From an optimization exercise on the open Yosys and OpenROAD flow, aimed at small area, a short achievable clock period and few clock cycles; shortcuts taken in it are not production practice.
Only simulation tests tie the RTL to the original design; equivalence was not proved.
Power figures rest on the tool's default switching activity, not on a simulated workload.

--- run.sh ---
#!/bin/bash
# synth_recipe.tcl (not shown) runs the flow's synth.tcl, then flattens the netlist and writes it again
# the make line also repeats each setting of config.mk as NAME=value (left out here)
make -C /OpenROAD-flow-scripts/flow DESIGN_CONFIG=/design/flow/config.mk WORK_HOME=/design/flow/orfs CLKGATE_MAP_FILE= SYNTH_SCRIPT=/design/flow/synth_recipe.tcl finish
--- config.mk ---
export PLATFORM = sky130hd
export DESIGN_NAME = b58_codec
export DESIGN_NICKNAME = b58_codec
export VERILOG_FILES = /design/flow/design.v
export SDC_FILE = /design/flow/constraint.sdc
export NUM_CORES = 4
export LEC_CHECK = 0
export ABC_AREA = 1
export CAP_MARGIN = 20
export CORE_MARGIN = 2
export CORE_UTILIZATION = 40
export SLEW_MARGIN = 20
--- constraint.sdc ---
create_clock -name core_clock -period 12.0 [get_ports {clk}]
set_input_delay 2.4000 -clock core_clock [delete_from_list [all_inputs] [get_ports {clk}]]
set_output_delay 2.4000 -clock core_clock [all_outputs]
set_load 0.01 [all_outputs]
--- design.v ---
module b58_digit2char (
  input  wire [5:0] digit,    
  output reg  [7:0] char
);
  always @(*) begin
    case (digit)
      6'd0: char = 8'h31;
      6'd1: char = 8'h32;
      6'd2: char = 8'h33;
      6'd3: char = 8'h34;
      6'd4: char = 8'h35;
      6'd5: char = 8'h36;
      6'd6: char = 8'h37;
      6'd7: char = 8'h38;
      6'd8: char = 8'h39;
      6'd9: char = 8'h41;
      6'd10: char = 8'h42;
      6'd11: char = 8'h43;
      6'd12: char = 8'h44;
      6'd13: char = 8'h45;
      6'd14: char = 8'h46;
      6'd15: char = 8'h47;
      6'd16: char = 8'h48;
      6'd17: char = 8'h4a;
      6'd18: char = 8'h4b;
      6'd19: char = 8'h4c;
      6'd20: char = 8'h4d;
      6'd21: char = 8'h4e;
      6'd22: char = 8'h50;
      6'd23: char = 8'h51;
      6'd24: char = 8'h52;
      6'd25: char = 8'h53;
      6'd26: char = 8'h54;
      6'd27: char = 8'h55;
      6'd28: char = 8'h56;
      6'd29: char = 8'h57;
      6'd30: char = 8'h58;
      6'd31: char = 8'h59;
      6'd32: char = 8'h5a;
      6'd33: char = 8'h61;
      6'd34: char = 8'h62;
      6'd35: char = 8'h63;
      6'd36: char = 8'h64;
      6'd37: char = 8'h65;
      6'd38: char = 8'h66;
      6'd39: char = 8'h67;
      6'd40: char = 8'h68;
      6'd41: char = 8'h69;
      6'd42: char = 8'h6a;
      6'd43: char = 8'h6b;
      6'd44: char = 8'h6d;
      6'd45: char = 8'h6e;
      6'd46: char = 8'h6f;
      6'd47: char = 8'h70;
      6'd48: char = 8'h71;
      6'd49: char = 8'h72;
      6'd50: char = 8'h73;
      6'd51: char = 8'h74;
      6'd52: char = 8'h75;
      6'd53: char = 8'h76;
      6'd54: char = 8'h77;
      6'd55: char = 8'h78;
      6'd56: char = 8'h79;
      6'd57: char = 8'h7a;
      default: char = 8'h7a;
    endcase
  end
endmodule
module b58_char2digit (
  input  wire [7:0] char,
  output reg        valid,
  output reg  [5:0] digit
);
  always @(*) begin
    valid = 1'b0;
    digit = 6'd0;
    case (char)
      8'h31: begin valid = 1'b1; digit = 6'd0; end
      8'h32: begin valid = 1'b1; digit = 6'd1; end
      8'h33: begin valid = 1'b1; digit = 6'd2; end
      8'h34: begin valid = 1'b1; digit = 6'd3; end
      8'h35: begin valid = 1'b1; digit = 6'd4; end
      8'h36: begin valid = 1'b1; digit = 6'd5; end
      8'h37: begin valid = 1'b1; digit = 6'd6; end
      8'h38: begin valid = 1'b1; digit = 6'd7; end
      8'h39: begin valid = 1'b1; digit = 6'd8; end
      8'h41: begin valid = 1'b1; digit = 6'd9; end
      8'h42: begin valid = 1'b1; digit = 6'd10; end
      8'h43: begin valid = 1'b1; digit = 6'd11; end
      8'h44: begin valid = 1'b1; digit = 6'd12; end
      8'h45: begin valid = 1'b1; digit = 6'd13; end
      8'h46: begin valid = 1'b1; digit = 6'd14; end
      8'h47: begin valid = 1'b1; digit = 6'd15; end
      8'h48: begin valid = 1'b1; digit = 6'd16; end
      8'h4a: begin valid = 1'b1; digit = 6'd17; end
      8'h4b: begin valid = 1'b1; digit = 6'd18; end
      8'h4c: begin valid = 1'b1; digit = 6'd19; end
      8'h4d: begin valid = 1'b1; digit = 6'd20; end
      8'h4e: begin valid = 1'b1; digit = 6'd21; end
      8'h50: begin valid = 1'b1; digit = 6'd22; end
      8'h51: begin valid = 1'b1; digit = 6'd23; end
      8'h52: begin valid = 1'b1; digit = 6'd24; end
      8'h53: begin valid = 1'b1; digit = 6'd25; end
      8'h54: begin valid = 1'b1; digit = 6'd26; end
      8'h55: begin valid = 1'b1; digit = 6'd27; end
      8'h56: begin valid = 1'b1; digit = 6'd28; end
      8'h57: begin valid = 1'b1; digit = 6'd29; end
      8'h58: begin valid = 1'b1; digit = 6'd30; end
      8'h59: begin valid = 1'b1; digit = 6'd31; end
      8'h5a: begin valid = 1'b1; digit = 6'd32; end
      8'h61: begin valid = 1'b1; digit = 6'd33; end
      8'h62: begin valid = 1'b1; digit = 6'd34; end
      8'h63: begin valid = 1'b1; digit = 6'd35; end
      8'h64: begin valid = 1'b1; digit = 6'd36; end
      8'h65: begin valid = 1'b1; digit = 6'd37; end
      8'h66: begin valid = 1'b1; digit = 6'd38; end
      8'h67: begin valid = 1'b1; digit = 6'd39; end
      8'h68: begin valid = 1'b1; digit = 6'd40; end
      8'h69: begin valid = 1'b1; digit = 6'd41; end
      8'h6a: begin valid = 1'b1; digit = 6'd42; end
      8'h6b: begin valid = 1'b1; digit = 6'd43; end
      8'h6d: begin valid = 1'b1; digit = 6'd44; end
      8'h6e: begin valid = 1'b1; digit = 6'd45; end
      8'h6f: begin valid = 1'b1; digit = 6'd46; end
      8'h70: begin valid = 1'b1; digit = 6'd47; end
      8'h71: begin valid = 1'b1; digit = 6'd48; end
      8'h72: begin valid = 1'b1; digit = 6'd49; end
      8'h73: begin valid = 1'b1; digit = 6'd50; end
      8'h74: begin valid = 1'b1; digit = 6'd51; end
      8'h75: begin valid = 1'b1; digit = 6'd52; end
      8'h76: begin valid = 1'b1; digit = 6'd53; end
      8'h77: begin valid = 1'b1; digit = 6'd54; end
      8'h78: begin valid = 1'b1; digit = 6'd55; end
      8'h79: begin valid = 1'b1; digit = 6'd56; end
      8'h7a: begin valid = 1'b1; digit = 6'd57; end
      default: begin valid = 1'b0; digit = 6'd0; end
    endcase
  end
endmodule
module b58_codec (
  input  wire       clk,
  input  wire       rst,
  input  wire       cmd_valid,
  output wire       cmd_ready,
  input  wire       cmd_dec,
  input  wire [5:0] cmd_len,
  input  wire [5:0] cmd_cap,
  input  wire       in_valid,
  output wire       in_ready,
  input  wire [7:0] in_data,
  output reg        out_valid,
  output reg  [7:0] out_data,
  output reg        rsp_valid,
  output reg  [1:0] rsp_code,
  output reg  [5:0] rsp_val
);
  localparam [2:0] S_IDLE = 3'd0,
                   S_LOAD = 3'd1,
                   S_CHK1 = 3'd2,
                   S_CHK2 = 3'd3,
                   S_CHK3 = 3'd4,
                   S_OUT  = 3'd5,
                   S_RSP  = 3'd6;
  reg  [2:0]   state;
  reg          cmd_rdy_q;
  reg          in_rdy_q;
  reg          bfull;
  reg          dec;
  reg  [5:0]   len;
  reg  [5:0]   cap;
  reg  [5:0]   cnt;         
  reg  [5:0]   zcnt;        
  reg          zrun;
  reg          bad;
  reg  [5:0]   bad_idx;
  reg  [7:0]   ibuf;        
  reg  [1:0]   pass;        
  reg  [5:0]   wsel;        
  reg  [5:0]   actm;        
  reg  [5:0]   cin_r;       
  reg          clr;         
  reg  [287:0] num;
  reg  [5:0]   osel;        
  reg  [5:0]   ocnt;        
  reg  [5:0]   zleft;       
  reg  [2:0]   opos;        
  reg  [7:0]   sym;         
  reg  [5:0]   base1;       
  reg  [6:0]   capz;        
  reg  [5:0]   sz_r;        
  reg  [1:0]   code_r;
  reg  [5:0]   val_r;
  assign cmd_ready = cmd_rdy_q;
  assign in_ready  = in_rdy_q;
  wire take_cmd = cmd_valid & cmd_rdy_q;
  wire take_in  = in_valid & in_rdy_q;
  wire [47:0] slot [0:5];
  genvar g;
  generate
    for (g = 0; g < 6; g = g + 1) begin : sl
      assign slot[g] = num[48*g +: 48];
    end
  endgenerate
  wire       c_ok;
  wire [5:0] c_dig;
  b58_char2digit u_c2d (.char(ibuf), .valid(c_ok), .digit(c_dig));
  wire       i_ok;
  wire [5:0] i_dig;
  b58_char2digit u_i2d (.char(in_data), .valid(i_ok), .digit(i_dig));
  wire [47:0] dwin  = slot[0];
  wire [5:0]  d_cin = cin_r;
  wire [53:0] d_a   = {dwin, d_cin};
  wire [53:0] d_b   = ~{3'd0, dwin, 3'd0};
  wire [53:0] d_c   = {5'd0, dwin, 1'b1};
  wire [53:0] d_s   = d_a ^ d_b ^ d_c;
  wire [53:0] d_y   = {(d_a[52:0] & d_b[52:0]) | (d_a[52:0] & d_c[52:0]) | (d_b[52:0] & d_c[52:0]), 1'b0};
  wire [53:0] d_sum = d_s + d_y;
  wire [47:0] d_out  = d_sum[47:0];
  wire [5:0]  d_cout = d_sum[53:48];
  wire [1:0] e_bits = (pass == 2'd0) ? ibuf[7:6] : (pass == 2'd1) ? ibuf[5:4] :
                      (pass == 2'd2) ? ibuf[3:2] : ibuf[1:0];
  reg  [263:0] e_t;
  reg  [43:0]  ges;
  reg  [5:0]   ed;
  reg          ec, ege;
  integer s, j;
  always @(*) begin
    e_t = num[263:0];
    for (s = 0; s < 2; s = s + 1) begin
      for (j = 0; j < 44; j = j + 1) begin
        ed = e_t[6*j +: 6];
        ges[j] = ed[5] | (ed[4] & ed[3] & ed[2] & (ed[1] | ed[0]));
      end
      for (j = 0; j < 44; j = j + 1) begin
        ed  = e_t[6*j +: 6];
        ege = ges[j];
        ec  = (j == 0) ? e_bits[1-s] : ges[j-1];
        e_t[6*j +: 6] = {ed[4] ^ (ege & ed[3] & ed[2] & (ed[1] | ed[0])),
                         ed[3] ^ (ege & ed[2] & (ed[1] | ed[0])),
                         ed[2] ^ (ege & (ed[1] | ed[0])),
                         ed[1] ^ (ege & ~ed[0]),
                         ed[0] ^ ege,
                         ec};
      end
    end
  end
  wire proc      = (state == S_LOAD) & bfull;
  wire e_proc    = proc & ~dec;
  wire d_proc    = proc & dec;
  wire [5:0] shl = {1'b0, actm[5], |actm[5:4], |actm[5:3], |actm[5:2], |actm[5:1]};
  wire [5:0] upm = {actm[4:0], 1'b0};
  wire       top = |(wsel & actm);
  wire       ext_maybe = |(dwin[47:42]);
  wire first     = dec ? wsel[0] : (pass == 2'd0);
  wire byte_done = proc & (dec ? top : (pass == 2'd3));
  wire all_done  = byte_done & (cnt == len);
  wire       bfull_n = take_in | (bfull & ~byte_done);
  wire [5:0] cnt_n   = cnt + {5'd0, take_in};
  wire [5:0] cnt_p1  = cnt + 6'd1;
  wire       more_n  = take_in ? (cnt_p1 != len) : (cnt != len);
  reg        last_n;
  always @(*) begin
    if (!dec)
      last_n = proc & (pass == 2'd2);              
    else if (proc && !top)
      last_n = |({wsel[4:0], 1'b0} & actm);        
    else if (proc)
      last_n = actm[0] & ~ext_maybe;               
    else
      last_n = actm[0];
  end
  reg [5:0] tsel;             
  reg [2:0] tidx;
  integer k;
  always @(*) begin
    tsel = 6'd1; tidx = 3'd0;
    for (k = 1; k < 6; k = k + 1)
      if (|slot[k]) begin tsel = 6'd1 << k; tidx = k; end
  end
  reg [47:0] rwin;
  always @(*) begin
    rwin = 48'd0;
    for (k = 0; k < 6; k = k + 1)
      rwin = rwin | (slot[k] & {48{osel[k]}});
  end
  reg  [2:0] hi_e, hi_d;
  reg        nz_e;
  always @(*) begin
    hi_e = 3'd0; nz_e = 1'b0;
    for (k = 0; k < 8; k = k + 1)
      if (rwin[6*k +: 6] != 6'd0) begin hi_e = k; nz_e = 1'b1; end
    hi_d = 3'd0;
    for (k = 0; k < 6; k = k + 1)
      if (rwin[8*k +: 8] != 8'd0) hi_d = k;
  end
  wire [5:0] dec_z = (zcnt == len) ? len - 6'd1 : zcnt;
  wire [5:0] zz    = dec ? dec_z : zcnt;
  wire [5:0] sz    = (dec | nz_e) ? base1 + {3'd0, (dec ? hi_d : hi_e)} : 6'd0;
  wire [6:0] tot   = {1'b0, zz} + {1'b0, sz_r};
  wire       over  = capz[6] | ({1'b0, sz_r} > capz);      
  wire [5:0] o_dig = rwin[6*opos +: 6];
  wire [7:0] o_byt = rwin[8*opos +: 8];
  wire [7:0] o_chr;
  b58_digit2char u_d2c (.digit(sym[5:0]), .char(o_chr));
  reg  [47:0] oth [0:5];
  reg  [5:0]  oen;
  integer b;
  always @(*) begin
    for (b = 0; b < 6; b = b + 1) begin
      oth[b] = num[48*b +: 48];
      oen[b] = 1'b0;
      if (clr) begin
        oth[b] = 48'd0; oen[b] = 1'b1;
      end else if (d_proc && shl[b]) begin
        oth[b] = (b < 5) ? num[48*(b+1) +: 48] : 48'd0; oen[b] = 1'b1;
      end
    end
  end
  always @(posedge clk) begin
    for (b = 0; b < 6; b = b + 1) begin
      if (e_proc && !clr) begin
        if (b < 5) num[48*b +: 48] <= e_t[48*b +: 48];
        else       num[240 +: 24]  <= e_t[240 +: 24];
      end else if (d_proc && !clr && actm[b])
        num[48*b +: 48] <= d_out;
      else if (d_proc && !clr && top && upm[b])
        num[48*b +: 6] <= d_cout;        
      else if (oen[b])
        num[48*b +: 48] <= oth[b];
    end
  end
  always @(posedge clk) begin
    if (take_in) ibuf <= in_data;
    clr <= take_cmd;
    if (take_in)
      cin_r <= i_dig;
    else if (d_proc && !top)
      cin_r <= d_cout;
    if (proc) begin
      pass <= pass + 2'd1;
      if (dec) begin
        if (top) begin
          wsel <= 6'd1;
          if (ext_maybe && !actm[5]) actm <= upm;
        end else
          wsel <= {wsel[4:0], 1'b0};
      end
    end
    if (proc && first) begin
      if (!dec) begin
        if (zrun && ibuf == 8'd0) zcnt <= zcnt + 6'd1;
        else zrun <= 1'b0;
      end else begin
        if (!c_ok && !bad) begin
          bad     <= 1'b1;
          bad_idx <= cnt - 6'd1;
        end
        if (zrun && c_ok && c_dig == 6'd0) zcnt <= zcnt + 6'd1;
        else zrun <= 1'b0;
      end
    end
    if (state == S_LOAD) cnt <= cnt_n;
    case (state)
      S_CHK1: begin
        osel  <= tsel;
        base1 <= dec ? {tidx, 2'b00} + {1'b0, tidx, 1'b0} + 6'd1 : {tidx, 3'b001};
        capz  <= {1'b0, cap} - {1'b0, zz};
      end
      S_CHK2: begin
        sz_r <= sz;
        opos <= dec ? hi_d : hi_e;
      end
      S_CHK3: begin
        zleft <= zz;
        ocnt  <= tot[5:0];
        val_r <= tot[5:0];
        sym   <= dec ? o_byt : {2'b00, o_dig};
        if (opos == 3'd0) begin
          opos <= dec ? 3'd5 : 3'd7;
          osel <= {1'b0, osel[5:1]};
        end else begin
          opos <= opos - 3'd1;
        end
        if (dec && bad) begin
          code_r <= 2'd1;
          val_r  <= bad_idx;
        end else if (over)
          code_r <= 2'd2;
        else
          code_r <= 2'd0;
      end
      S_OUT: begin
        if (zleft != 6'd0) begin
          out_data <= dec ? 8'h00 : 8'h31;
          zleft    <= zleft - 6'd1;
        end else begin
          out_data <= dec ? sym : o_chr;
          sym <= dec ? o_byt : {2'b00, o_dig};
          if (opos == 3'd0) begin
            opos <= dec ? 3'd5 : 3'd7;
            osel <= {1'b0, osel[5:1]};
          end else begin
            opos <= opos - 3'd1;
          end
        end
        ocnt <= ocnt - 6'd1;
      end
      default: ;
    endcase
    rsp_code <= code_r;
    rsp_val  <= val_r;
    if (take_cmd) begin
      dec  <= cmd_dec;
      len  <= cmd_len;
      cap  <= cmd_cap;
      cnt  <= 6'd0;
      zcnt <= 6'd0;
      zrun <= 1'b1;
      bad  <= 1'b0;
      wsel <= 6'd1;
      actm <= 6'd1;
      pass <= 2'd0;
      if (cmd_len == 6'd0) begin
        code_r <= 2'd0;
        val_r  <= 6'd0;
      end
    end
  end
  always @(posedge clk) begin
    out_valid <= 1'b0;
    rsp_valid <= 1'b0;
    if (rst) begin
      state     <= S_IDLE;
      cmd_rdy_q <= 1'b1;
      in_rdy_q  <= 1'b0;
      bfull     <= 1'b0;
    end else begin
      cmd_rdy_q <= 1'b0;
      in_rdy_q  <= 1'b0;
      case (state)
        S_IDLE: cmd_rdy_q <= 1'b1;
        S_LOAD: begin
          bfull <= bfull_n;
          if (all_done)
            state <= S_CHK1;
          else
            in_rdy_q <= more_n & (~bfull_n | last_n);
        end
        S_CHK1: state <= S_CHK2;
        S_CHK2: state <= S_CHK3;
        S_CHK3: begin
          if ((dec && bad) || over) begin
            state     <= S_RSP;
            cmd_rdy_q <= 1'b1;
          end else begin
            state     <= S_OUT;
            cmd_rdy_q <= ((zz == 6'd0) && (sz_r == 6'd1)) || ((zz == 6'd1) && (sz_r == 6'd0));
          end
        end
        S_OUT: begin
          out_valid <= 1'b1;
          cmd_rdy_q <= (ocnt == 6'd2);
          if (ocnt == 6'd1) begin
            rsp_valid <= 1'b1;
            state     <= S_IDLE;
            cmd_rdy_q <= 1'b1;
          end
        end
        S_RSP: begin
          rsp_valid <= 1'b1;
          state     <= S_IDLE;
          cmd_rdy_q <= 1'b1;
        end
        default: state <= S_IDLE;
      endcase
      if (take_cmd) begin
        bfull     <= 1'b0;
        cmd_rdy_q <= 1'b0;
        if (cmd_len == 6'd0) begin
          state     <= S_RSP;
          cmd_rdy_q <= 1'b1;
        end else begin
          state    <= S_LOAD;
          in_rdy_q <= 1'b1;
        end
      end
    end
  end
endmodule
==> impl_metrics.tcl, run 1 <==
set metrics [dict create \
    arrival_ps 5550 \
    cts-root-buf "clkbuf_16" \
    ys.flop_type "edfxtp_1" \
    holdCritPathClass "register to register" \
    fin_cells 7041 \
    ys_ff_latch 443 \
    maxCapViolCount 0 \
    finalMaxSlewViolations 0 \
    area_growth_pct 8.977 \
    outcome "complete, no violations" \
    yosys-top-cells-area "edfxtp_1 29%, nand2_1 14%, inv_1 7.3%, ha_1 6.6%, o21ai_0 5.6%" \
    portBuffers 44 \
    synth_common_cells "1527 x nand2_1, 771 x inv_1, 586 x nor2_1" \
    post-place-cells 6936 \
    ys_seq_area_frac 0.3190 \
    final_nets 5991 \
    core.rowCount 115 \
    dp_hpwl_mm 124.9 \
    required_ps 12530 \
    path_class "primary input to register" \
    die_x_um 318.6 \
    routed_via_density 5.841 \
    post_cts_resized 0 \
    vias 41120 \
    dieArea_sq_um 101500 \
    yosys.area.top_type_share 0.2851 \
    yosys_warnings 4 \
    synth_cell_types 66 \
    finalHoldViolCount 0 \
    yosysTopAreaCell "edfxtp_1" \
    cp_max_fo 17 \
    ir_worst_vdd_uv 110.5 \
    place_congestion 1.021 \
    detailedRoute.firstPassIterationCount 6 \
    start_kind "primary input" \
    htreeDepth 2 \
    fin_crit_ps 5017 \
    cts_sinks 443 \
    power_density_nw_per_um2 158.8 \
    grt_overflow 0 \
    regToRegSetupSlack_ps 7250 \
    coreArea_sq_um 98280 \
    postCtsHoldBufs 0 \
    cp-end-kind "register" \
    cts_tree "yes" \
    ios 45 \
    fin_ws_ps 6983 \
    cpMaxStageDelayCell "clkdlybuf4s50_1" \
    layout-drive-gt1-share 0.03772 \
    antenna_found_initial 2 \
    cpLargestDelayFamily "buffers and inverters" \
    syn_nets 6031 \
    crit_path_max_incr_delay_ps 810 \
    synth-edff-count 376 \
    grt_max_degree 129 \
    cts.clk_slew.worst_paths_ps 60 \
    pre_cts_ws_ps 6411 \
    p_leak_nw 19.33 \
    slew_headroom 0.1531 \
    critical_path.cell_chain "clkdlybuf4s50_1 -> inv_1 -> o21ai_1 -> inv_1 -> nor2_1 -> nor3_1 -> o21ai_0 -> o311ai_0 -> nand2_1 -> o21ai_0" \
    grt_usage 0.3154 \
    cts_setup_buffers 0 \
    antenna_left 0 \
    grt_pass1_vias 37800 \
    totalWireLength_mm 164.7 \
    drt_iter0_drc 5479 \
    wl_per_cell_um 23.39 \
    cts_buffers 55 \
    yosysMostFrequentCell "nand2_1" \
    tns_ps 0 \
    period_share 0.4181 \
    synthCells 5747 \
    rsz0062_at_grt "false" \
    finalSetupViolCount 0 \
    grt_pass1_wl_mm 242.9 \
    clk_latency_ps 660 \
    drc 0 \
    clock.fmax_mhz 199.3 \
    final_util 0.4391 \
    clock_skew_ps 28.23 \
    cp_num_buf_inv 3 \
    clock_path_buffers 3 \
    syn_area_per_cell_sq_um 6.890 \
    synth_area_sq_um 39600 \
    worst_pin_slew_ps 1259 \
    die_h_um 318.6 \
    start_util 0.4029 \
    synthArstFlopShare 0 \
]
[path summary, 6_finish.rpt]
| check | from | end | cells past startpoint |
|---|---|---|---|
| setup / recovery | in_data[3] | register | 10 |
| hold / removal | code_r[1]$_DFF_P_ | rsp_code[1]$_DFF_P_ | 0 |
| setup reg to reg | state[0]$_SDFFE_PP0P_ | num[214]$_DFFE_PP_ | 14 |
| hold reg to reg | code_r[1]$_DFF_P_ | rsp_code[1]$_DFF_P_ | 0 |
[through the flow]
| stage | total power, mW | cell area, sq um | hold slack [ps] |
|---|---|---|---|
| detailed placement | 4.952 | 41290 | 338.1 |
| CTS | 6.728 | 43140 | 353.5 |
| finish | 6.853 | 43150 | 354.7 |
| global placement | 4.943 | 41290 | 345.2 |
| floorplan | 3.820 | 39600 | 325.9 |
| global route | 7.151 | 43150 | 355.3 |
[per-layer routing]
metal / vias to the layer above / global-route usage / share of wire
li1: 19130 / - / -
met1: 19170 / 0.4360 / 0.41
met2: 2417 / 0.4560 / 0.41
met3: 409 / 0.07740 / 0.12
met4: 2 / 0.1582 / 0.058
met5: - / 0 / 0.000073
[layout by cell type (no fill, tap or decap), types with 48 or more instances in the layout]
cell type,count
nand2_1,1525
inv_1,768
nor2_1,582
o21ai_0,440
nand3_1,377
edfxtp_1,376
a21oi_1,323
ha_1,208
xor2_1,115
nor4_1,78
xnor2_1,76
nand4_1,69
dfxtp_1,67
nor3_1,61
o221ai_1,60
clkbuf_16,57
fa_1,51
buf_4,51
o22ai_1,48
[state kept, by name, indices dropped and copies added (netlist names), 7 cells and up, named ones only]
signal and cells:
sym 8, ibuf 8, out_data 8, o_chr 7
num 288, capz 7
[cell families (layout without fill, tap and decap cells)]
group,count (synthesis),after routing,share of synthesized area
AOI/OAI and AO/OA,1100,1100,0.1590
and+or+nand+nor,2764,2764,0.2913
xor gates and xnor gates,192,192,0.04247
DFF,443,443,0.3190
muxes,1,1,0.0002528
other,0,1,0
adders and majority gates,259,259,0.09150
buffers and inverters,988,994,0.09646
[power breakdown]
part | switching (mW) | internal (mW)
combinational | 2.20 | 0.808
clock | 0.764 | 1.02
sequential | 0.198 | 1.87
total | 3.16 | 3.69
[final cells by class]
type	count	area (sq um)
fillers	10260	55120
multi-input cells	4316	23230
repair buffers	97	848.3
clock inverters	31	341.6
diodes	1	2.502
inverters	794	2987
flip-flops and latches	443	12630
well taps	1287	1610
clock buffers	72	1506
Testbench counts, summed over its fixed seeds: cycles 40,712.
==> run 2, diff against run 1 <==
--- a/design.v
+++ b/design.v
@@ -154,14 +154,17 @@
   output reg  [1:0] rsp_code,
   output reg  [5:0] rsp_val
 );
-  localparam [2:0] S_IDLE = 3'd0,
-                   S_LOAD = 3'd1,
-                   S_CHK1 = 3'd2,
-                   S_CHK2 = 3'd3,
-                   S_CHK3 = 3'd4,
-                   S_OUT  = 3'd5,
-                   S_RSP  = 3'd6;
-  reg  [2:0]   state;
+  localparam [1:0] S_IDLE = 2'd0,
+                   S_LOAD = 2'd1,
+                   S_DONE = 2'd2;
+  localparam [2:0] O_IDLE = 3'd0,
+                   O_CHK1 = 3'd1,
+                   O_CHK2 = 3'd2,
+                   O_CHK3 = 3'd3,
+                   O_OUT  = 3'd4,
+                   O_RSP  = 3'd5;
+  reg  [1:0]   state;
+  reg  [2:0]   ostate;
   reg          cmd_rdy_q;
   reg          in_rdy_q;
   reg          bfull;
@@ -180,6 +183,13 @@
   reg  [5:0]   cin_r;       
   reg          clr;         
   reg  [287:0] num;
+  reg          empty;       
+  reg  [263:0] obuf;
+  reg          o_dec;
+  reg  [5:0]   o_zz;
+  reg  [5:0]   o_cap;
+  reg          o_bad;
+  reg  [5:0]   o_bad_idx;
   reg  [5:0]   osel;        
   reg  [5:0]   ocnt;        
   reg  [5:0]   zleft;       
@@ -269,19 +279,26 @@
     else
       last_n = actm[0];
   end
+  wire [47:0] oslot [0:5];
+  generate
+    for (g = 0; g < 5; g = g + 1) begin : osl
+      assign oslot[g] = obuf[48*g +: 48];
+    end
+  endgenerate
+  assign oslot[5] = {24'd0, obuf[263:240]};
   reg [5:0] tsel;             
   reg [2:0] tidx;
   integer k;
   always @(*) begin
     tsel = 6'd1; tidx = 3'd0;
     for (k = 1; k < 6; k = k + 1)
-      if (|slot[k]) begin tsel = 6'd1 << k; tidx = k; end
+      if (|oslot[k]) begin tsel = 6'd1 << k; tidx = k; end
   end
   reg [47:0] rwin;
   always @(*) begin
     rwin = 48'd0;
     for (k = 0; k < 6; k = k + 1)
-      rwin = rwin | (slot[k] & {48{osel[k]}});
+      rwin = rwin | (oslot[k] & {48{osel[k]}});
   end
   reg  [2:0] hi_e, hi_d;
   reg        nz_e;
@@ -295,13 +312,15 @@
   end
   wire [5:0] dec_z = (zcnt == len) ? len - 6'd1 : zcnt;
   wire [5:0] zz    = dec ? dec_z : zcnt;
-  wire [5:0] sz    = (dec | nz_e) ? base1 + {3'd0, (dec ? hi_d : hi_e)} : 6'd0;
-  wire [6:0] tot   = {1'b0, zz} + {1'b0, sz_r};
+  wire [5:0] sz    = (o_dec | nz_e) ? base1 + {3'd0, (o_dec ? hi_d : hi_e)} : 6'd0;
+  wire [6:0] tot   = {1'b0, o_zz} + {1'b0, sz_r};
   wire       over  = capz[6] | ({1'b0, sz_r} > capz);      
   wire [5:0] o_dig = rwin[6*opos +: 6];
   wire [7:0] o_byt = rwin[8*opos +: 8];
   wire [7:0] o_chr;
   b58_digit2char u_d2c (.digit(sym[5:0]), .char(o_chr));
+  wire ofree   = (ostate == O_IDLE) | (ostate == O_RSP) | ((ostate == O_OUT) & (ocnt == 6'd1));
+  wire handoff = (state == S_DONE) & ofree;
   reg  [47:0] oth [0:5];
   reg  [5:0]  oen;
   integer b;
@@ -359,45 +378,45 @@
         else zrun <= 1'b0;
       end
     end
-    if (state == S_LOAD) cnt <= cnt_n;
-    case (state)
-      S_CHK1: begin
+    if (take_in) cnt <= cnt_p1;
+    case (ostate)
+      O_CHK1: begin
         osel  <= tsel;
-        base1 <= dec ? {tidx, 2'b00} + {1'b0, tidx, 1'b0} + 6'd1 : {tidx, 3'b001};
-        capz  <= {1'b0, cap} - {1'b0, zz};
+        base1 <= o_dec ? {tidx, 2'b00} + {1'b0, tidx, 1'b0} + 6'd1 : {tidx, 3'b001};
+        capz  <= {1'b0, o_cap} - {1'b0, o_zz};
       end
-      S_CHK2: begin
+      O_CHK2: begin
         sz_r <= sz;
-        opos <= dec ? hi_d : hi_e;
+        opos <= o_dec ? hi_d : hi_e;
       end
-      S_CHK3: begin
-        zleft <= zz;
+      O_CHK3: begin
+        zleft <= o_zz;
         ocnt  <= tot[5:0];
         val_r <= tot[5:0];
-        sym   <= dec ? o_byt : {2'b00, o_dig};
+        sym   <= o_dec ? o_byt : {2'b00, o_dig};
         if (opos == 3'd0) begin
-          opos <= dec ? 3'd5 : 3'd7;
+          opos <= o_dec ? 3'd5 : 3'd7;
           osel <= {1'b0, osel[5:1]};
         end else begin
           opos <= opos - 3'd1;
         end
-        if (dec && bad) begin
+        if (o_bad) begin
           code_r <= 2'd1;
-          val_r  <= bad_idx;
+          val_r  <= o_bad_idx;
         end else if (over)
           code_r <= 2'd2;
         else
           code_r <= 2'd0;
       end
-      S_OUT: begin
+      O_OUT: begin
         if (zleft != 6'd0) begin
-          out_data <= dec ? 8'h00 : 8'h31;
+          out_data <= o_dec ? 8'h00 : 8'h31;
           zleft    <= zleft - 6'd1;
         end else begin
-          out_data <= dec ? sym : o_chr;
-          sym <= dec ? o_byt : {2'b00, o_dig};
+          out_data <= o_dec ? sym : o_chr;
+          sym <= o_dec ? o_byt : {2'b00, o_dig};
           if (opos == 3'd0) begin
-            opos <= dec ? 3'd5 : 3'd7;
+            opos <= o_dec ? 3'd5 : 3'd7;
             osel <= {1'b0, osel[5:1]};
           end else begin
             opos <= opos - 3'd1;
@@ -409,7 +428,18 @@
     endcase
     rsp_code <= code_r;
     rsp_val  <= val_r;
+    if (handoff) begin
+      obuf      <= num[263:0];
+      o_dec     <= dec;
+      o_zz      <= zz;
+      o_cap     <= cap;
+      o_bad     <= dec & bad;
+      o_bad_idx <= bad_idx;
+      code_r    <= 2'd0;
+      val_r     <= 6'd0;
+    end
     if (take_cmd) begin
+      empty <= (cmd_len == 6'd0);
       dec  <= cmd_dec;
       len  <= cmd_len;
       cap  <= cmd_cap;
@@ -420,10 +450,6 @@
       wsel <= 6'd1;
       actm <= 6'd1;
       pass <= 2'd0;
-      if (cmd_len == 6'd0) begin
-        code_r <= 2'd0;
-        val_r  <= 6'd0;
-      end
     end
   end
   always @(posedge clk) begin
@@ -431,6 +457,7 @@
     rsp_valid <= 1'b0;
     if (rst) begin
       state     <= S_IDLE;
+      ostate    <= O_IDLE;
       cmd_rdy_q <= 1'b1;
       in_rdy_q  <= 1'b0;
       bfull     <= 1'b0;
@@ -438,52 +465,54 @@
       cmd_rdy_q <= 1'b0;
       in_rdy_q  <= 1'b0;
       case (state)
-        S_IDLE: cmd_rdy_q <= 1'b1;
+        S_IDLE: begin
+          cmd_rdy_q <= 1'b1;
+          if (take_cmd) begin
+            bfull     <= 1'b0;
+            cmd_rdy_q <= 1'b0;
+            if (cmd_len == 6'd0) begin
+              state <= S_DONE;
+            end else begin
+              state    <= S_LOAD;
+              in_rdy_q <= 1'b1;
+            end
+          end
+        end
         S_LOAD: begin
           bfull <= bfull_n;
           if (all_done)
-            state <= S_CHK1;
+            state <= S_DONE;
           else
             in_rdy_q <= more_n & (~bfull_n | last_n);
         end
-        S_CHK1: state <= S_CHK2;
-        S_CHK2: state <= S_CHK3;
-        S_CHK3: begin
-          if ((dec && bad) || over) begin
-            state     <= S_RSP;
-            cmd_rdy_q <= 1'b1;
-          end else begin
-            state     <= S_OUT;
-            cmd_rdy_q <= ((zz == 6'd0) && (sz_r == 6'd1)) || ((zz == 6'd1) && (sz_r == 6'd0));
-          end
+        S_DONE: if (handoff) state <= S_IDLE;
+        default: state <= S_IDLE;
+      endcase
+      if (handoff) cmd_rdy_q <= 1'b1;
+      case (ostate)
+        O_CHK1: ostate <= O_CHK2;
+        O_CHK2: ostate <= O_CHK3;
+        O_CHK3: begin
+          if (o_bad || over)
+            ostate <= O_RSP;
+          else
+            ostate <= O_OUT;
         end
-        S_OUT: begin
+        O_OUT: begin
           out_valid <= 1'b1;
-          cmd_rdy_q <= (ocnt == 6'd2);
           if (ocnt == 6'd1) begin
             rsp_valid <= 1'b1;
-            state     <= S_IDLE;
-            cmd_rdy_q <= 1'b1;
+            ostate    <= O_IDLE;
           end
         end
-        S_RSP: begin
+        O_RSP: begin
           rsp_valid <= 1'b1;
-          state     <= S_IDLE;
-          cmd_rdy_q <= 1'b1;
+          ostate    <= O_IDLE;
         end
-        default: state <= S_IDLE;
+        default: ostate <= O_IDLE;
       endcase
-      if (take_cmd) begin
-        bfull     <= 1'b0;
-        cmd_rdy_q <= 1'b0;
-        if (cmd_len == 6'd0) begin
-          state     <= S_RSP;
-          cmd_rdy_q <= 1'b1;
-        end else begin
-          state    <= S_LOAD;
-          in_rdy_q <= 1'b1;
-        end
-      end
+      if (handoff)
+        ostate <= empty ? O_RSP : O_CHK1;
     end
   end
 endmodule
==> run 2 against run 1 <==
Against the previous run:
- first-iteration DRC count rose by 0.27%
- synthesized area is 21% higher
- non-clock buffer count decreased by 1
- largest cell class unchanged
- clock-buffer cell count rose by 27
==> impl_metrics.tcl, run 2 <==
set metrics [dict create \
    detailedRoute.firstPassIterationCount 8 \
    syn_area_per_cell_sq_um 8.047 \
    period_share 0.4238 \
    r2r_cells 15 \
    ys_ff_latch 730 \
    final_cell_mix "1513 x nand2_1, 729 x inv_1, 661 x edfxtp_1, 638 x nor2_1, 387 x o21ai_0" \
    cp_max_fo 28 \
    finalSetupViolCount 0 \
    antenna_found_initial 5 \
    area_growth_pct 10.29 \
    drc 0 \
    tns_ps 0 \
    yosys_warnings 4 \
    fillCellCount 11960 \
    placed_area_sq_um 50140 \
    synth-xor-area-share 0.03430 \
    fin_crit_ps 5085 \
    p_leak_nw 22.25 \
    regToRegSetupSlack_ps 7210 \
    yosysMostFrequentCell "nand2_1" \
    cts_buffers 83 \
    antenna_left 0 \
    largest_register "num" \
    grt_overflow 0 \
    required_ps 12520 \
    cts_tree "yes" \
    worst_pin_slew_ps 1248 \
    htreeDepth 3 \
    synth_area_sq_um 48010 \
    arrival_ps 5600 \
    wl_per_cell_um 22.67 \
    rr_endpoint "num[79]$_DFFE_PP_" \
    layout-drive-gt1-share 0.05151 \
    path_class "primary input to register" \
    synthMuxAreaShare 0 \
    worst_hold_slack_ps 355.4 \
    holdPathStages 0 \
    ys_seq_area_frac 0.4422 \
    postCtsHoldBufs 0 \
    finalMaxSlewViolations 0 \
    clock_path_buffers 3 \
    place_congestion 0.9893 \
    synthCells 5966 \
    totalWireLength_mm 173.4 \
    finalHoldViolCount 0 \
    stdcell_area_sq_um 52950 \
    p_total_mw 8.594 \
    synthArstFlopShare 0 \
    synth_common_cells "1514 x nand2_1, 730 x inv_1, 661 x edfxtp_1" \
    yosysTopAreaCell "edfxtp_1" \
    synth_top_family_by_area "simple AND/OR/NAND/NOR gates" \
    clock_skew_ps 42.52 \
    clk_latency_ps 680 \
    rsz0062_at_grt "false" \
    slew_headroom 0.1650 \
    grt_pass1_vias 39450 \
    area.sequential_sq_um 21230 \
    grt_pass1_wl_mm 254.6 \
    yosys.area.top_type_share 0.4135 \
    largest_reg_flops 288 \
    synth-edff-count 661 \
    grt_usage 0.2783 \
    coreArea_sq_um 119500 \
    grt_max_degree 98 \
    start_kind "primary input" \
    die_h_um 350.4 \
    start_util 0.4018 \
    drt_iter0_drc 5494 \
    holdCritStartpoint "val_r[0]$_SDFFE_PP0P_" \
    ir_worst_vdd_uv 100.6 \
    ios 45 \
    n_antenna_cell 0 \
    hold-path-endpoint "rsp_val[0]$_DFF_P_" \
    cts.clk_slew.worst_paths_ps 60 \
    synth-adder-area-share 0.07470 \
    synth_cell_types 67 \
    cp-end-kind "register" \
    syn_nets 6247 \
    cts_setup_buffers 0 \
    dp_hpwl_mm 129.2 \
    core.rowCount 127 \
    yosys-top-cells-area "edfxtp_1 41%, nand2_1 12%, inv_1 5.7%, ha_1 5.3%, nor2_1 5.0%" \
    routed_via_density 5.657 \
    holdCritPathClass "register to register" \
    reg_top3 "num (288), obuf (264)" \
    clock.fmax_mhz 196.6 \
    maxCapViolCount 0 \
    die_x_um 350.4 \
    ys.flop_type "edfxtp_1" \
    timing.rr.start "state[0]$_SDFFE_PP0P_" \
    cts-root-buf "clkbuf_16" \
    synth-compound-area-share 0.1309 \
    multiInputGateArea_sq_um 23190 \
    vias 43280 \
    final_util 0.4431 \
    cts_sinks 730 \
    power_density_nw_per_um2 162.3 \
    post_cts_resized 0 \
    synth_simple_gate_area_share 0.2413 \
    portBuffers 44 \
    final_nets 6254 \
    dieArea_sq_um 122800 \
    outcome "complete, no violations" \
    final_common_cell "nand2_1" \
]
run 2: critical path, stage by stage:
cell and delay (ps):
clkdlybuf4s50_1 470, nand2_1 550, o21ai_0 780, inv_1 290, ha_1 260, o21ai_0 240
inv_1 140, nand3_1 80, o311ai_0 160, nand2_1 120, o21ai_0 100
run 2: per-layer routing:
| metal | GRT usage | vias to the layer above | wire (um) |
|---|---|---|---|
| li1 | - | 20130 | - |
| met1 | 0.4028 | 20570 | 73870 |
| met2 | 0.4199 | 2283 | 74590 |
| met3 | 0.04957 | 295 | 19450 |
| met4 | 0.09022 | 4 | 5498 |
| met5 | 0 | - | 25 |
run 2: worst max-delay path by stage:
stage                                       from         endpoint  slack [ps]  cells after the start
after floorplan           ostate[0]$_SDFFE_PP0P_  o_bad$_DFFE_PP_        7140                      8
after global placement                  in_valid         register        6200                     10
after detailed placement                in_valid         register        6220                     10
after CTS                               in_valid         register        6900                     10
after global routing                    in_valid         register        6520                     11
final                                   in_valid         register        6910                     11
run 2: cell families (layout without fill, tap and decap cells):
family	count (synthesis)	count (layout)
XOR/XNOR	188	188
buffers and inverters	937	1009
AND/OR/NAND/NOR	2760	2760
AO/OA/AOI/OAI	1095	1095
adder cells (fa/ha/maj)	256	256
flip-flops	730	730
run 2: layout make-up:
| class | count | share of cell area |
|---|---|---|
| flip-flops and latches | 730 | 0.4010 |
| well taps | 1612 | 0.03809 |
| inverters | 763 | 0.05433 |
| clock inverters | 51 | 0.01120 |
| clock buffers | 99 | 0.04173 |
| repair buffers | 96 | 0.01569 |
| multi-input cells | 4299 | 0.4380 |
run 2: per-stage QoR:
stage                     instances  setup slack (ps)
after floorplan                5966              7140
after global placement         7500              6197
after detailed placement       7500              6219
after CTS                      7650              6900
after global routing           7650              6517
final                          7650              6915
run 2: power breakdown:
| group | switching (mW) | internal (mW) |
|---|---|---|
| sequential | 0.197 | 3.00 |
| combinational | 2.01 | 0.731 |
| clock | 1.12 | 1.54 |
| total | 3.33 | 5.27 |
Testbench counts of run 2, summed over its fixed seeds: cycles 31,667.
==> run 3, diff against run 2 <==
--- a/design.v
+++ b/design.v
@@ -319,8 +319,12 @@
   wire [7:0] o_byt = rwin[8*opos +: 8];
   wire [7:0] o_chr;
   b58_digit2char u_d2c (.digit(sym[5:0]), .char(o_chr));
-  wire ofree   = (ostate == O_IDLE) | (ostate == O_RSP) | ((ostate == O_OUT) & (ocnt == 6'd1));
-  wire handoff = (state == S_DONE) & ofree;
+  reg  handoff;
+  wire done_n  = ((state == S_LOAD) & all_done) | ((state == S_DONE) & ~handoff);
+  wire ofree_n = handoff ? empty :
+                 (ostate == O_IDLE) | (ostate == O_RSP) |
+                 ((ostate == O_OUT) & ((ocnt == 6'd1) | (ocnt == 6'd2))) |
+                 ((ostate == O_CHK3) & (o_bad | over));
   reg  [47:0] oth [0:5];
   reg  [5:0]  oen;
   integer b;
@@ -458,10 +462,12 @@
     if (rst) begin
       state     <= S_IDLE;
       ostate    <= O_IDLE;
+      handoff   <= 1'b0;
       cmd_rdy_q <= 1'b1;
       in_rdy_q  <= 1'b0;
       bfull     <= 1'b0;
     end else begin
+      handoff <= done_n & ofree_n;
       cmd_rdy_q <= 1'b0;
       in_rdy_q  <= 1'b0;
       case (state)
==> run 3 against run 2 <==
Against the previous run:
- non-clock buffer count grew 1
- sequential power is essentially flat
- still clean
- clock-buffer cell count grew 3
- combinational power grew 5%
- sequential share of layout area shrank 0.078 points
- worst hold slack lost 9.0 ps
- core utilization grew 0.14 points
- first-iteration DRC count shrank 9.8%
- cell count shrank 1.1%
- synthesized area is essentially flat
==> impl_metrics.tcl, run 3 <==
set metrics [dict create \
    outcome "complete, no violations" \
    rsz0062_at_grt "false" \
    ys_ff_latch 731 \
    place_congestion 0.9845 \
    grt_max_degree 160 \
    layout-drive-gt1-share 0.06650 \
    clock.fmax_mhz 201.3 \
    tns_ps 0 \
    die_h_um 350.4 \
    antenna_left 0 \
    cts_setup_buffers 0 \
    clock_skew_ps 39.20 \
    critical_path.cell_chain "clkdlybuf4s50_1 -> nand2_2 -> inv_1 -> or2_2 -> o21ai_0 -> buf_4 -> inv_1 -> ha_1 -> or2_2 -> nand2_1 -> nand2_1 -> nand2_1 -> nor2_1 -> o32ai_1" \
    post_cts_resized 0 \
    core.rowCount 127 \
    yosysTopAreaCell "edfxtp_1" \
    cts_tree "yes" \
    finalSetupViolCount 0 \
    start_kind "primary input" \
    synth_area_sq_um 48000 \
    htreeDepth 3 \
    maxCapViolCount 0 \
    yosysMostFrequentCell "nand2_1" \
    fin_cells 7567 \
    postCtsHoldBufs 0 \
    cp-end-kind "register" \
    synthCells 5859 \
    yosys.area.top_type_share 0.4135 \
    drc 0 \
    dieArea_sq_um 122800 \
    clock_path_buffers 3 \
    yosys-top-cells-area "edfxtp_1 41%, nand2_1 12%, inv_1 5.5%, ha_1 5.4%, nor2_1 4.3%" \
    arrival_ps 5560 \
    ir_worst_vdd_uv 112.6 \
    grt_usage 0.2770 \
    start_util 0.4017 \
    fin_crit_ps 4967 \
    die_x_um 350.4 \
    grt_overflow 0 \
    final_cell_mix "1559 x nand2_1, 701 x inv_1, 661 x edfxtp_1, 540 x nor2_1, 403 x nand3_1" \
    final_common_cell "nand2_1" \
    clk_latency_ps 700 \
    ys_seq_area_frac 0.4427 \
    wl_per_cell_um 22.84 \
    syn_nets 6141 \
    vias 42360 \
    antenna_found_initial 1 \
    fillCellCount 11890 \
    synth_common_cells "1561 x nand2_1, 704 x inv_1, 661 x edfxtp_1" \
    detailedRoute.firstPassIterationCount 7 \
    cts-root-buf "clkbuf_16" \
    synthArstFlopShare 0 \
    n_antenna_cell 0 \
    ios 45 \
    largest_register "num" \
    yosys_warnings 4 \
    period_share 0.4139 \
    totalWireLength_mm 172.9 \
    post-place-cells 7412 \
    crit_path_frequent_cell "nand2_1" \
    largest_reg_flops 288 \
    synth_cell_types 79 \
    grt_pass1_vias 38990 \
    grt_pass1_wl_mm 252.4 \
    worst_pin_slew_ps 1248 \
    required_ps 12600 \
    cpMaxStageDelayCell "clkdlybuf4s50_1" \
    coreArea_sq_um 119500 \
    cts_buffers 83 \
    cp_num_buf_inv 4 \
    cp_max_fo 26 \
    final_nets 6168 \
    crit_path_max_incr_delay_ps 410 \
    cts_sinks 731 \
    finalHoldViolCount 0 \
    portBuffers 44 \
    reg_top3 "num (288), obuf (264)" \
    cpLargestDelayFamily "simple AND/OR/NAND/NOR gates" \
    drt_iter0_drc 4956 \
    cts.clk_slew.worst_paths_ps 70 \
    power_density_nw_per_um2 165.1 \
    ys.flop_type "edfxtp_1" \
    dp_hpwl_mm 129.5 \
    syn_area_per_cell_sq_um 8.192 \
    area_growth_pct 10.65 \
    slew_headroom 0.1652 \
    synth-edff-count 661 \
    holdCritPathClass "register to register" \
    p_leak_nw 22.28 \
    routed_via_density 5.597 \
    path_class "primary input to register" \
    finalMaxSlewViolations 0 \
]
==> run 3: final cells by class <==
cell class | count | area (sq um) | area share
repair buffers | 97 | 863.3 | 0.01625
inverters | 752 | 2845 | 0.05357
clock inverters | 52 | 634.4 | 0.01194
flip-flops and latches | 731 | 21260 | 0.4002
well taps | 1612 | 2017 | 0.03797
multi-input cells | 4221 | 23250 | 0.4377
clock buffers | 102 | 2251 | 0.04238
==> run 3: cells by family after synthesis <==
kind of cell             count (synthesis)  synth area share
XOR/XNOR                               193           0.03631
AND/OR/NAND/NOR                       2804            0.2506
multiplexers                             1         0.0002085
AO/OA/AOI/OAI                          966            0.1202
adder cells (fa/ha/maj)                257           0.07497
flip-flops                             731            0.4427
buffers and inverters                  907           0.07497
==> run 3: worst paths after layout <==
path / startpoint / endpoint / slack (ps) / cells past startpoint
worst max-delay path: in_valid / register / 7030 / 14
worst min-delay path: val_r[4]$_SDFFE_PP0P_ / rsp_val[4]$_DFF_P_ / 350 / 0
worst max register to register: dec$_DFFE_PP_ / num[171]$_DFFE_PP_ / 7380 / 9
worst min register to register: val_r[4]$_SDFFE_PP0P_ / rsp_val[4]$_DFF_P_ / 350 / 0
==> run 3: through the flow <==
stage	worst slack [ps]	utilization	total power [mW]	area, sq um	hold slack, ps
after detailed placement	6298	0.4201	6.002	50200	336.0
after floorplan	4480	-	4.854	48000	325.9
after CTS	7016	0.4442	8.702	53080	347.0
final	7033	0.4445	8.769	53110	346.4
after global routing	6767	0.4445	9.114	53110	353.5
after global placement	6239	0.4201	5.983	50200	338.0
==> run 3: power by group <==
part / switching (mW) / internal, mW / total, mW
logic: 2.10 / 0.774 / 2.88
registers: 0.187 / 2.99 / 3.17
clock network: 1.13 / 1.59 / 2.72
total: 3.42 / 5.35 / 8.77
==> run 3: worst reg2reg max path: stages (launching register included) <==
cell	delay (ps)
edfxtp_1	630
nor2_1	330
inv_1	110
nor2_4	800
buf_12	580
nor2_1	470
buf_4	280
buf_4	200
a21oi_4	140
buf_4	640
==> run 3: metal layers <==
layer  up-vias  share of wire  GRT usage
li1      19850              -          -
met1     20010           0.41     0.3849
met3       344           0.11    0.05169
met2      2151           0.44     0.4246
met5         -        0.00012          0
met4         2          0.043     0.1129
Testbench counts of run 3, summed over its fixed seeds: cycles 31,667.
==> run 4, diff against run 3 <==
--- a/design.v
+++ b/design.v
@@ -180,8 +180,7 @@
   reg  [1:0]   pass;        
   reg  [5:0]   wsel;        
   reg  [5:0]   actm;        
-  reg  [5:0]   cin_r;       
-  reg          clr;         
+  reg  [5:0]   creg;        
   reg  [287:0] num;
   reg          empty;       
   reg  [263:0] obuf;
@@ -190,6 +189,7 @@
   reg  [5:0]   o_cap;
   reg          o_bad;
   reg  [5:0]   o_bad_idx;
+  reg          o_empty;
   reg  [5:0]   osel;        
   reg  [5:0]   ocnt;        
   reg  [5:0]   zleft;       
@@ -214,11 +214,8 @@
   wire       c_ok;
   wire [5:0] c_dig;
   b58_char2digit u_c2d (.char(ibuf), .valid(c_ok), .digit(c_dig));
-  wire       i_ok;
-  wire [5:0] i_dig;
-  b58_char2digit u_i2d (.char(in_data), .valid(i_ok), .digit(i_dig));
   wire [47:0] dwin  = slot[0];
-  wire [5:0]  d_cin = cin_r;
+  wire [5:0]  d_cin = wsel[0] ? c_dig : creg;
   wire [53:0] d_a   = {dwin, d_cin};
   wire [53:0] d_b   = ~{3'd0, dwin, 3'd0};
   wire [53:0] d_c   = {5'd0, dwin, 1'b1};
@@ -266,8 +263,6 @@
   wire all_done  = byte_done & (cnt == len);
   wire       bfull_n = take_in | (bfull & ~byte_done);
   wire [5:0] cnt_n   = cnt + {5'd0, take_in};
-  wire [5:0] cnt_p1  = cnt + 6'd1;
-  wire       more_n  = take_in ? (cnt_p1 != len) : (cnt != len);
   reg        last_n;
   always @(*) begin
     if (!dec)
@@ -319,49 +314,34 @@
   wire [7:0] o_byt = rwin[8*opos +: 8];
   wire [7:0] o_chr;
   b58_digit2char u_d2c (.digit(sym[5:0]), .char(o_chr));
-  reg  handoff;
-  wire done_n  = ((state == S_LOAD) & all_done) | ((state == S_DONE) & ~handoff);
-  wire ofree_n = handoff ? empty :
-                 (ostate == O_IDLE) | (ostate == O_RSP) |
-                 ((ostate == O_OUT) & ((ocnt == 6'd1) | (ocnt == 6'd2))) |
-                 ((ostate == O_CHK3) & (o_bad | over));
-  reg  [47:0] oth [0:5];
-  reg  [5:0]  oen;
+  wire ofree   = (ostate == O_IDLE) | (ostate == O_RSP) | ((ostate == O_OUT) & (ocnt == 6'd1));
+  wire fin     = (state == S_DONE);
+  wire handoff = fin & ofree;
+  wire clr = take_cmd;
   integer b;
-  always @(*) begin
-    for (b = 0; b < 6; b = b + 1) begin
-      oth[b] = num[48*b +: 48];
-      oen[b] = 1'b0;
-      if (clr) begin
-        oth[b] = 48'd0; oen[b] = 1'b1;
-      end else if (d_proc && shl[b]) begin
-        oth[b] = (b < 5) ? num[48*(b+1) +: 48] : 48'd0; oen[b] = 1'b1;
-      end
-    end
-  end
   always @(posedge clk) begin
     for (b = 0; b < 6; b = b + 1) begin
-      if (e_proc && !clr) begin
+      if (clr) begin
+        num[48*b +: 48] <= 48'd0;
+      end else if (e_proc) begin
         if (b < 5) num[48*b +: 48] <= e_t[48*b +: 48];
         else       num[240 +: 24]  <= e_t[240 +: 24];
-      end else if (d_proc && !clr && actm[b])
-        num[48*b +: 48] <= d_out;
-      else if (d_proc && !clr && top && upm[b])
-        num[48*b +: 6] <= d_cout;        
-      else if (oen[b])
-        num[48*b +: 48] <= oth[b];
+      end else if (d_proc) begin
+        if (actm[b])
+          num[48*b +: 48] <= d_out;
+        else if (shl[b]) begin
+          if (b < 5) num[48*b +: 48] <= num[48*(b+1) +: 48];
+        end else if (top && upm[b])
+          num[48*b +: 6] <= d_cout;      
+      end
     end
   end
   always @(posedge clk) begin
     if (take_in) ibuf <= in_data;
-    clr <= take_cmd;
-    if (take_in)
-      cin_r <= i_dig;
-    else if (d_proc && !top)
-      cin_r <= d_cout;
     if (proc) begin
       pass <= pass + 2'd1;
       if (dec) begin
+        if (!top) creg <= d_cout;
         if (top) begin
           wsel <= 6'd1;
           if (ext_maybe && !actm[5]) actm <= upm;
@@ -382,7 +362,7 @@
         else zrun <= 1'b0;
       end
     end
-    if (take_in) cnt <= cnt_p1;
+    if (state == S_LOAD) cnt <= cnt_n;
     case (ostate)
       O_CHK1: begin
         osel  <= tsel;
@@ -439,6 +419,7 @@
       o_cap     <= cap;
       o_bad     <= dec & bad;
       o_bad_idx <= bad_idx;
+      o_empty   <= empty;
       code_r    <= 2'd0;
       val_r     <= 6'd0;
     end
@@ -462,12 +443,10 @@
     if (rst) begin
       state     <= S_IDLE;
       ostate    <= O_IDLE;
-      handoff   <= 1'b0;
       cmd_rdy_q <= 1'b1;
       in_rdy_q  <= 1'b0;
       bfull     <= 1'b0;
     end else begin
-      handoff <= done_n & ofree_n;
       cmd_rdy_q <= 1'b0;
       in_rdy_q  <= 1'b0;
       case (state)
@@ -489,7 +468,7 @@
           if (all_done)
             state <= S_DONE;
           else
-            in_rdy_q <= more_n & (~bfull_n | last_n);
+            in_rdy_q <= (cnt_n != len) & (~bfull_n | last_n);
         end
         S_DONE: if (handoff) state <= S_IDLE;
         default: state <= S_IDLE;
==> run 4 against run 3 <==
Against the previous run:
- setup slack got worse by 160 ps
- fmax down 3.2%
- largest cell class unchanged
- critical path depth fell by 4
- highest routed layer unchanged
- core utilization fell by 0.18 points
- still clean on timing, DRC and antenna
==> impl_metrics.tcl, run 4 <==
set metrics [dict create \
    finalHoldViolCount 0 \
    area_growth_pct 10.29 \
    final_common_cell "nand2_1" \
    p_leak_nw 23.89 \
    cp-end-kind "register" \
    clk_latency_ps 730 \
    grt_max_degree 166 \
    cts.clk_slew.worst_paths_ps 60 \
    cts-root-buf "clkbuf_16" \
    placed_area_sq_um 50630 \
    cp_max_fo 101 \
    drc 0 \
    hold-path-endpoint "rsp_code[0]$_DFF_P_" \
    outcome "complete, no violations" \
    ios 45 \
    path_class "register to register" \
    grt_pass1_wl_mm 278.2 \
    cts_tree "yes" \
    cts_sinks 729 \
    grt_util_met2 0.4519 \
    ys_ff_latch 729 \
    postCtsHoldBufs 0 \
    rsz0062_at_grt "false" \
    clock.fmax_mhz 194.9 \
    synthCells 6915 \
    grtUsageMet3 0.04176 \
    worst_pin_slew_ps 1210 \
    ys.flop_type "edfxtp_1" \
    detailedRoute.firstPassIterationCount 6 \
    largest_register "num" \
    maxCapViolCount 0 \
    synth_cell_types 64 \
    yosys_warnings 3 \
    place_congestion 0.9814 \
    period_share 0.4275 \
    holdPathStages 0 \
    slew_headroom 0.1850 \
    syn_area_per_cell_sq_um 7.047 \
    totalWireLength_mm 186.4 \
    ir_worst_vdd_uv 134.4 \
    worst_hold_slack_ps 349.3 \
    yosys-top-cells-area "edfxtp_1 23%, dfxtp_1 15%, nand2_1 14%, a21oi_1 7.4%, inv_1 7.2%" \
    dieArea_sq_um 124600 \
    holdCritPathClass "register to register" \
    power_density_nw_per_um2 169.7 \
    htreeDepth 3 \
    synth-edff-count 373 \
    syn_nets 7188 \
    timing.rr.start "ostate[2]$_SDFFE_PP0P_" \
    yosysMostFrequentCell "nand2_1" \
    top_usage_layer "met2" \
    rr_endpoint "obuf[208]$_DFFE_PP_" \
    die_h_um 353.0 \
    r2r_cells 10 \
    groute.layer.met1.usage 0.4106 \
    antenna_found_initial 8 \
    wl_per_cell_um 21.80 \
    cts_setup_buffers 0 \
    drt_iter0_drc 5343 \
    cts_buffers 87 \
    regToRegSetupSlack_ps 6870 \
    antenna_left 0 \
    yosys.area.top_type_share 0.2299 \
    grt_usage 0.2923 \
    reg_top3 "num (288), obuf (264)" \
    vias 47860 \
    routed_via_density 5.596 \
    coreArea_sq_um 121400 \
    post_cts_resized 0 \
    grt_overflow 0 \
    ys_seq_area_frac 0.3761 \
    final_nets 7122 \
    holdCritStartpoint "code_r[0]$_SDFFE_PP0P_" \
    layout-drive-gt1-share 0.04190 \
    arrival_ps 5460 \
    p_total_mw 9.122 \
    finalSetupViolCount 0 \
    core.rowCount 128 \
    stdcell_area_sq_um 53740 \
    required_ps 12330 \
    fin_crit_ps 5130 \
    clock_path_buffers 3 \
    start_kind "register" \
    portBuffers 44 \
    tns_ps 0 \
    synthArstFlopShare 0 \
    dp_hpwl_mm 137.1 \
    final_cell_mix "1770 x nand2_1, 937 x inv_1, 723 x a21oi_1, 595 x nor2_1, 561 x o21ai_0" \
    largest_reg_flops 288 \
    synth_common_cells "1771 x nand2_1, 941 x inv_1, 723 x a21oi_1" \
    start_util 0.4014 \
    yosysTopAreaCell "edfxtp_1" \
    finalMaxSlewViolations 0 \
    clock_skew_ps 37.72 \
    synth_area_sq_um 48730 \
    die_x_um 353.0 \
    grt_pass1_vias 44300 \
]
run 4: logic make-up after synthesis:
logic type | Yosys count | synth area share
XOR/XNOR | 172 | 0.03092
adder cells (fa/ha/maj) | 248 | 0.07154
AO/OA/AOI/OAI | 1545 | 0.1706
buffers and inverters | 1227 | 0.09711
AND/OR/NAND/NOR | 2994 | 0.2537
flip-flops | 729 | 0.3761
run 4: layer usage:
| metal | vias up | wire length (um) |
|---|---|---|
| met5 | - | 40 |
| met4 | 6 | 7437 |
| met3 | 315 | 15970 |
| met2 | 2095 | 80930 |
| met1 | 22740 | 82040 |
| li1 | 22700 | - |
run 4: how the worst max path moves through the flow:
| stage | startpoint | end | slack (ps) | cells past startpoint |
|---|---|---|---|---|
| 2_1_floorplan | ocnt[0]$_DFFE_PN_ | ostate[0]$_SDFFE_PP0P_ | 3220 | 8 |
| 3_3_place_gp | in_valid | register | 6290 | 14 |
| 3_5_place_dp | in_valid | register | 6340 | 14 |
| 4_1_cts | ostate[2]$_SDFFE_PP0P_ | obuf[212]$_DFFE_PP_ | 6960 | 10 |
| 5_1_grt | ostate[2]$_SDFFE_PP0P_ | obuf[212]$_DFFE_PP_ | 6530 | 10 |
| 6_report | ostate[2]$_SDFFE_PP0P_ | obuf[208]$_DFFE_PP_ | 6870 | 10 |
run 4: where the power goes:
| group | internal, mW | switching [mW] | leakage [nW] | total (mW) |
|---|---|---|---|---|
| Clock | 1.70 | 1.17 | 1.49 | 2.87 |
| Combinational | 0.834 | 2.59 | 16.1 | 3.42 |
| Sequential | 2.74 | 0.0948 | 6.33 | 2.83 |
| Total | 5.27 | 3.85 | 23.9 | 9.12 |
run 4: cell type report:
cell class | instances | area (sq um)
flip-flops and latches | 729 | 18330
fillers | 12550 | 67660
multi-input cells | 4959 | 25710
repair buffers | 106 | 938.4
inverters | 966 | 3646
clock inverters | 43 | 551.8
diodes | 5 | 12.51
well taps | 1625 | 2033
clock buffers | 119 | 2515
run 4: stage by stage:
step | worst slack, ps | std cells | util
final | 6870 | 8552 | 0.4427
after global routing | 6529 | 8547 | 0.4426
after detailed placement | 6344 | 8384 | 0.4170
after CTS | 6958 | 8546 | 0.4423
after global placement | 6285 | 8384 | 0.4170
after floorplan | 3224 | 6915 | -
run 4: critical path: stages, from the launching register on:
cell and delay, ps:
dfxtp_1 380, inv_1 80, nor2_2 100, buf_4 270, inv_1 280, o22a_1 250
o21ai_0 310, nand3_1 540, inv_8 720, buf_4 820, buf_4 800
Testbench counts of run 4, summed over its fixed seeds: cycles 31,667.

## what the ideal ports hide
No port has a modelled driver above. Below, the same layouts with a new extraction and two added sets of constraints.
Step 1: set_driving_cell puts a clkbuf_16 on clk and a buf_2 on each other input, an assumption about the parent block.
Step 2 times the ports against the registers' clock, not the clock port: input delays grow and output delays shrink by t, the midpoint of the rising clock arrivals with the driver on.
Three values: ideal ports, drivers, drivers and shift; two values: the first two.
run | t, ns | slack for setup (ns) | worst register clock-pin slew, ns | pins driven straight from the clock port
run 1 | 0.716 | 6.983 / 7.027 / 6.311 | 0.08 / 0.08 | 1
run 2 | 0.731 | 6.915 / 6.967 / 6.236 | 0.07 / 0.07 | 1
run 3 | 0.758 | 7.033 / 7.088 / 6.329 | 0.07 / 0.07 | 1
run 4 | 0.784 | 6.870 / 6.870 / 6.293 | 0.07 / 0.07 | 1
After both steps setup and hold are still met in every run listed. For run 3, which loses most, drivers alone change the setup slack by +0.055 ns; drivers and shift together by -0.704 ns.
